Context: an optimization exercise on an open-source flow, tuned for small area. The choices shown serve that exercise and are no tape-out recipe. Only simulation tests tie the RTL to the original design; equivalence was not proved. No activity file was given, so power comes from the tool's default toggle rates. The clock port is modelled as an ideal driver; clocking choices that lean on that would not hold on a real chip.

==> maple <==
==> flow/design.v <==
module frame_detector (
    input  wire         clk,
    input  wire         rst,           
    input  wire [9:0]   w,             
    output reg  [2:0]   outcome,
    output reg  [1:0]   dec,
    output wire [5:0]   frm_len,
    output wire [311:0] frm,           
    output reg          ev_valid,
    output wire [5:0]   ev_len,
    output wire [287:0] ev_id,         
    output reg          diag_valid,
    output reg  [2:0]   diag_code
);
    localparam integer CAP = 40;
    localparam [1:0] OP_IDLE   = 2'd0;
    localparam [1:0] OP_BYTE   = 2'd1;
    localparam [1:0] OP_CLOSED = 2'd2;
    localparam [1:0] OP_ATTACH = 2'd3;
    localparam [7:0] STX = 8'h02;
    localparam [7:0] ETX = 8'h03;
    localparam [7:0] CR  = 8'h0D;
    localparam [7:0] LF  = 8'h0A;
    localparam [2:0] OC_INCOMPLETE = 3'd0;
    localparam [2:0] OC_COMPLETE   = 3'd1;
    localparam [2:0] OC_OVERFLOW   = 3'd2;
    localparam [2:0] OC_CLOSED     = 3'd3;
    localparam [2:0] OC_REJECTED   = 3'd4;
    localparam [1:0] DEC_OK       = 2'd0;
    localparam [1:0] DEC_NO_START = 2'd1;
    localparam [1:0] DEC_NO_TERM  = 2'd2;
    localparam [2:0] DG_OVERFLOW = 3'd1;
    localparam [2:0] DG_NO_START = 3'd2;
    localparam [2:0] DG_NO_TERM  = 3'd3;
    localparam [2:0] DG_CLOSED   = 3'd4;
    localparam [2:0] DG_REJECTED = 3'd5;
    wire [1:0] op = w[9:8];
    wire [7:0] d  = w[7:0];
    reg [8*CAP-1:0] buf_q;        
    reg [5:0] len_q;              
    reg       closed_q;           
    wire full     = (len_q == CAP);
    wire is_byte  = (op == OP_BYTE);
    wire do_store = !rst && is_byte && !closed_q && !full && (d != ETX);
    wire do_reset_buf = rst
                     || (op == OP_ATTACH)
                     || (op == OP_CLOSED && !closed_q)
                     || (is_byte && !closed_q && (full || d == ETX));
    genvar g;
    generate
        for (g = 0; g < CAP; g = g + 1) begin : g_buf
            always @(posedge clk) begin
                if (do_store && len_q == g)
                    buf_q[8*g +: 8] <= d;
            end
        end
    endgenerate
    always @(posedge clk) begin
        if (rst) begin
            len_q    <= 6'd0;
            closed_q <= 1'b0;
        end else begin
            if (do_reset_buf)
                len_q <= 6'd0;
            else if (do_store)
                len_q <= len_q + 6'd1;
            if (op == OP_ATTACH)
                closed_q <= 1'b0;
            else if (op == OP_CLOSED)
                closed_q <= 1'b1;
        end
    end
    assign frm     = buf_q[8*(CAP-1)-1:0];
    assign frm_len = len_q;
    localparam integer NF = CAP - 1;    
    function automatic [NF-1:0] index_bit_mask(input integer b);
        integer p;
        begin
            for (p = 0; p < NF; p = p + 1)
                index_bit_mask[p] = (p >> b) & 1;
        end
    endfunction
    reg [NF-1:0] is_stx;       
    reg [NF-1:0] is_term;      
    integer i;
    always @(*) begin
        for (i = 0; i < NF; i = i + 1) begin
            is_stx[i]  = (i < len_q) && (buf_q[8*i +: 8] == STX);
            is_term[i] = (i + 1 < len_q) && (buf_q[8*i +: 8] == CR)
                         && (buf_q[8*(i+1) +: 8] == LF);
        end
    end
    wire [NF-1:0] first_stx  = is_stx & ~(is_stx - 1'b1);
    wire [NF-1:0] after_stx  = ~(first_stx | (first_stx - 1'b1));
    wire [NF-1:0] term_cand  = is_term & after_stx;
    wire [NF-1:0] first_term = term_cand & ~(term_cand - 1'b1);
    wire s_found = |is_stx;
    wire t_found = s_found && (|term_cand);
    reg [5:0] s_pos, t_pos;
    integer b;
    always @(*) begin
        for (b = 0; b < 6; b = b + 1) begin
            s_pos[b] = |(first_stx  & index_bit_mask(b));
            t_pos[b] = |(first_term & index_bit_mask(b));
        end
    end
    wire [8*CAP-1:0] payload = buf_q >> (8 * (s_pos + 6'd1));
    assign ev_id  = payload[8*(CAP-4)-1:0];
    assign ev_len = t_pos - s_pos - 6'd1;
    always @(*) begin
        outcome    = OC_INCOMPLETE;
        dec        = DEC_OK;
        ev_valid   = 1'b0;
        diag_valid = 1'b0;
        diag_code  = 3'd0;
        if (!rst) begin
            case (op)
                OP_BYTE: begin
                    if (closed_q) begin
                        outcome    = OC_REJECTED;
                        diag_valid = 1'b1;
                        diag_code  = DG_REJECTED;
                    end else if (full) begin
                        outcome    = OC_OVERFLOW;
                        diag_valid = 1'b1;
                        diag_code  = DG_OVERFLOW;
                    end else if (d == ETX) begin
                        outcome = OC_COMPLETE;
                        if (!s_found) begin
                            dec        = DEC_NO_START;
                            diag_valid = 1'b1;
                            diag_code  = DG_NO_START;
                        end else if (!t_found) begin
                            dec        = DEC_NO_TERM;
                            diag_valid = 1'b1;
                            diag_code  = DG_NO_TERM;
                        end else begin
                            ev_valid = 1'b1;
                        end
                    end
                end
                OP_CLOSED: begin
                    diag_valid = 1'b1;
                    if (closed_q) begin
                        outcome   = OC_REJECTED;
                        diag_code = DG_REJECTED;
                    end else begin
                        outcome   = OC_CLOSED;
                        diag_code = DG_CLOSED;
                    end
                end
                default: ;    
            endcase
        end
    end
endmodule
==> flow/run.sh <==
#!/bin/bash
# synth_recipe.tcl (not shown) runs the flow's synth.tcl, then flattens the netlist and writes it again
# the make line also repeats each setting of config.mk as NAME=value (left out here)
make -C /OpenROAD-flow-scripts/flow DESIGN_CONFIG=/design/flow/config.mk WORK_HOME=/design/flow/orfs CLKGATE_MAP_FILE= SYNTH_SCRIPT=/design/flow/synth_recipe.tcl finish
==> flow/config.mk <==
export PLATFORM = sky130hd
export DESIGN_NAME = frame_detector
export DESIGN_NICKNAME = frame_detector
export VERILOG_FILES = /design/flow/design.v
export SDC_FILE = /design/flow/constraint.sdc
export NUM_CORES = 4
export LEC_CHECK = 0
export CAP_MARGIN = 20
export CORE_MARGIN = 2
export CORE_UTILIZATION = 40
export SLEW_MARGIN = 20
==> flow/constraint.sdc <==
create_clock -name core_clock -period 20.0 [get_ports {clk}]
set_input_delay 4.0000 -clock core_clock [delete_from_list [all_inputs] [get_ports {clk}]]
set_output_delay 4.0000 -clock core_clock [all_outputs]
set_load 0.01 [all_outputs]
==> inputs of fjord, as changes to maple <==
==> flow/design.v, changed modules only <==
module frame_detector (
    input  wire         clk,
    input  wire         rst,           
    input  wire [9:0]   w,             
    output reg  [2:0]   outcome,
    output reg  [1:0]   dec,
    output wire [5:0]   frm_len,
    output wire [311:0] frm,           
    output reg          ev_valid,
    output wire [5:0]   ev_len,
    output wire [287:0] ev_id,         
    output reg          diag_valid,
    output reg  [2:0]   diag_code
);
    localparam integer CAP = 40;
    localparam integer NF  = CAP - 1;   
    localparam integer NP  = 32;        
    localparam [1:0] OP_IDLE   = 2'd0;
    localparam [1:0] OP_BYTE   = 2'd1;
    localparam [1:0] OP_CLOSED = 2'd2;
    localparam [1:0] OP_ATTACH = 2'd3;
    localparam [7:0] STX = 8'h02;
    localparam [7:0] ETX = 8'h03;
    localparam [7:0] CR  = 8'h0D;
    localparam [7:0] LF  = 8'h0A;
    localparam [2:0] OC_INCOMPLETE = 3'd0;
    localparam [2:0] OC_COMPLETE   = 3'd1;
    localparam [2:0] OC_OVERFLOW   = 3'd2;
    localparam [2:0] OC_CLOSED     = 3'd3;
    localparam [2:0] OC_REJECTED   = 3'd4;
    localparam [1:0] DEC_OK       = 2'd0;
    localparam [1:0] DEC_NO_START = 2'd1;
    localparam [1:0] DEC_NO_TERM  = 2'd2;
    localparam [2:0] DG_OVERFLOW = 3'd1;
    localparam [2:0] DG_NO_START = 3'd2;
    localparam [2:0] DG_NO_TERM  = 3'd3;
    localparam [2:0] DG_CLOSED   = 3'd4;
    localparam [2:0] DG_REJECTED = 3'd5;
    wire [1:0] op = w[9:8];
    wire [7:0] d  = w[7:0];
    reg [8*NF-1:0] buf_q;     
    reg [8*NP-1:0] pay_q;     
    reg [5:0] len_q;          
    reg       closed_q;       
    reg       stx_q;          
    reg       term_q;         
    reg       cr_q;           
    reg [5:0] plast_q;        
    reg [1:0] spos_q;         
    wire is_byte = (op == OP_BYTE);
    wire full    = len_q[5] & len_q[3];            
    wire is_etx  = (d == ETX);
    wire store   = is_byte && !full && !is_etx;
    wire empty   = rst || op[1] || (is_byte && (full || is_etx));
    wire [5:0] pnext = plast_q + 6'd1;
    genvar g;
    generate
        for (g = 0; g < NF; g = g + 1) begin : g_buf
            always @(posedge clk)
                if (len_q == g)
                    buf_q[8*g +: 8] <= d;
        end
        for (g = 0; g < NP; g = g + 1) begin : g_pay
            always @(posedge clk)
                if (pnext == g)
                    pay_q[8*g +: 8] <= d;
        end
    endgenerate
    always @(posedge clk) begin
        if (empty) begin
            len_q  <= 6'd0;
            stx_q  <= 1'b0;
            term_q <= 1'b0;
            cr_q   <= 1'b0;
        end else if (store) begin
            len_q <= len_q + 6'd1;
            cr_q  <= (d == CR);
            if (!stx_q) begin
                if (d == STX) begin
                    stx_q   <= 1'b1;
                    plast_q <= 6'h3f;
                    spos_q  <= len_q[1:0];
                end
            end else if (!term_q) begin
                if (cr_q && d == LF)
                    term_q <= 1'b1;
                else
                    plast_q <= pnext;
            end
        end
        if (rst || op == OP_ATTACH)
            closed_q <= 1'b0;
        else if (op == OP_CLOSED)
            closed_q <= 1'b1;
    end
    assign frm     = buf_q;
    assign frm_len = len_q;
    assign ev_len  = plast_q;
    wire [7:0] b33 = buf_q[8*33 +: 8];
    wire [7:0] b34 = buf_q[8*34 +: 8];
    wire [7:0] b35 = buf_q[8*35 +: 8];
    wire [7:0] b36 = buf_q[8*36 +: 8];
    assign ev_id[8*NP-1:0] = pay_q;
    assign ev_id[8*32 +: 8] = spos_q[1] ? (spos_q[0] ? b36 : b35)
                                        : (spos_q[0] ? b34 : b33);
    assign ev_id[8*33 +: 8] = spos_q[1] ? b36
                                        : (spos_q[0] ? b35 : b34);
    assign ev_id[8*34 +: 8] = spos_q[0] ? b36 : b35;
    assign ev_id[8*35 +: 8] = b36;
    always @(*) begin
        outcome    = OC_INCOMPLETE;
        dec        = DEC_OK;
        ev_valid   = 1'b0;
        diag_valid = 1'b0;
        diag_code  = 3'd0;
        if (!rst) begin
            case (op)
                OP_BYTE: begin
                    if (closed_q) begin
                        outcome    = OC_REJECTED;
                        diag_valid = 1'b1;
                        diag_code  = DG_REJECTED;
                    end else if (full) begin
                        outcome    = OC_OVERFLOW;
                        diag_valid = 1'b1;
                        diag_code  = DG_OVERFLOW;
                    end else if (is_etx) begin
                        outcome = OC_COMPLETE;
                        if (!stx_q) begin
                            dec        = DEC_NO_START;
                            diag_valid = 1'b1;
                            diag_code  = DG_NO_START;
                        end else if (!term_q) begin
                            dec        = DEC_NO_TERM;
                            diag_valid = 1'b1;
                            diag_code  = DG_NO_TERM;
                        end else begin
                            ev_valid = 1'b1;
                        end
                    end
                end
                OP_CLOSED: begin
                    diag_valid = 1'b1;
                    if (closed_q) begin
                        outcome   = OC_REJECTED;
                        diag_code = DG_REJECTED;
                    end else begin
                        outcome   = OC_CLOSED;
                        diag_code = DG_CLOSED;
                    end
                end
                default: ;    
            endcase
        end
    end
endmodule
==> flow/flow/run.sh (new file) <==
#!/bin/bash
# The standard ORFS layout (standard.sh), with two changes:
#  - the port buffers are the smallest buffer, sky130_fd_sc_hd__buf_1;
#  - the clock tree uses larger sink clusters and no dummy loads.
set -euo pipefail
cd "$(dirname "$0")/.."
bash standard.sh \
  BUFFER_PORTS_ARGS="-buffer_cell sky130_fd_sc_hd__buf_1" \
  CTS_ARGS="-sink_clustering_enable -repair_clock_nets -dont_use_dummy_load -sink_clustering_size 30 -sink_clustering_max_diameter 100" \
  finish > standard.log 2>&1
==> flow/standard.sh (new file) <==
#!/bin/bash
# synth_recipe.tcl (not shown) runs the flow's synth.tcl, then flattens the netlist and writes it again
# the make line also repeats each setting of config.mk as NAME=value (left out here)
make -C /OpenROAD-flow-scripts/flow DESIGN_CONFIG=/design/flow/config.mk WORK_HOME=/design/flow/orfs CLKGATE_MAP_FILE= SYNTH_SCRIPT=/design/flow/synth_recipe.tcl "${@:-finish}"
removed: flow/run.sh
==> summary.txt <==
Status
  – Outcome: complete, no violations

Final layout
  – Layout Area Growth over Synthesis: 18.9%
  – Fraction of area in registers: 22.7%
  – Clock Network Area Fraction: 2.81%

Pwr
  – Clk pwr: 0.703 mW
  – Sw Ratio: 21.0%

Route
  – Post-DR vias/cell: 7.91

Die
  – Std-Cell Core Area: 89700 sq um

Setup path
  – Worst path bufs/invs: 6
  – Worst setup SP type: register
  – CP max stage delay: 960 ps

Global routing
  – Vias in the first global route: 39900
  – GR Layer Usage met1: 66.4%

Synth
  – Average size of a mapped cell: 8.61 sq um
[end of results for maple]
==> summary.txt <==
Pwr
  – Sw Ratio: 19.2%
  – Clk pwr: 0.546 mW

Synth
  – Average size of a mapped cell: 21.8 sq um

Global routing
  – GR Layer Usage met1: 26.5%
  – Vias in the first global route: 10500

Final layout
  – Clock Network Area Fraction: 2.48%

Route
  – Post-DR vias/cell: 5.04

Die
  – Std-Cell Core Area: 47800 sq um

Setup path
  – CP max stage delay: 640 ps
  – Worst path bufs/invs: 3

Status
  – Outcome: complete, no violations
[end of results for fjord]

what the ideal ports hide:
In the flow no input, the clock included, has a driving cell. The finished layouts below were timed again as built, in two steps. Step 1, drivers: a clkbuf_16 drives clk and a buf_2 each remaining input, both assumed. Step 2 adds t to the input delays and takes it off the output delays; t is the mean of the earliest and latest rising clock arrival at the registers after step 1. Input paths then give back, and output paths get back, about the clock's delay inside the block. Slacks: ideal ports / drivers / drivers and shift; pairs: ideal ports / drivers.
run	shift t [ns]	slack for setup (ns)	worst setup path at the end	worst slew at a driven data input, ns	cell pins on the clock port's net
maple	0.659	6.120 / 6.048 / 6.707	register to output	0.03	1
fjord	0.613	9.662 / 9.631 / 9.631	input to output	0.11	1
After both steps every run listed still meets setup and hold. The setup slack of fjord, which loses most, moves by -0.031 ns with the drivers and by -0.031 ns with both steps.
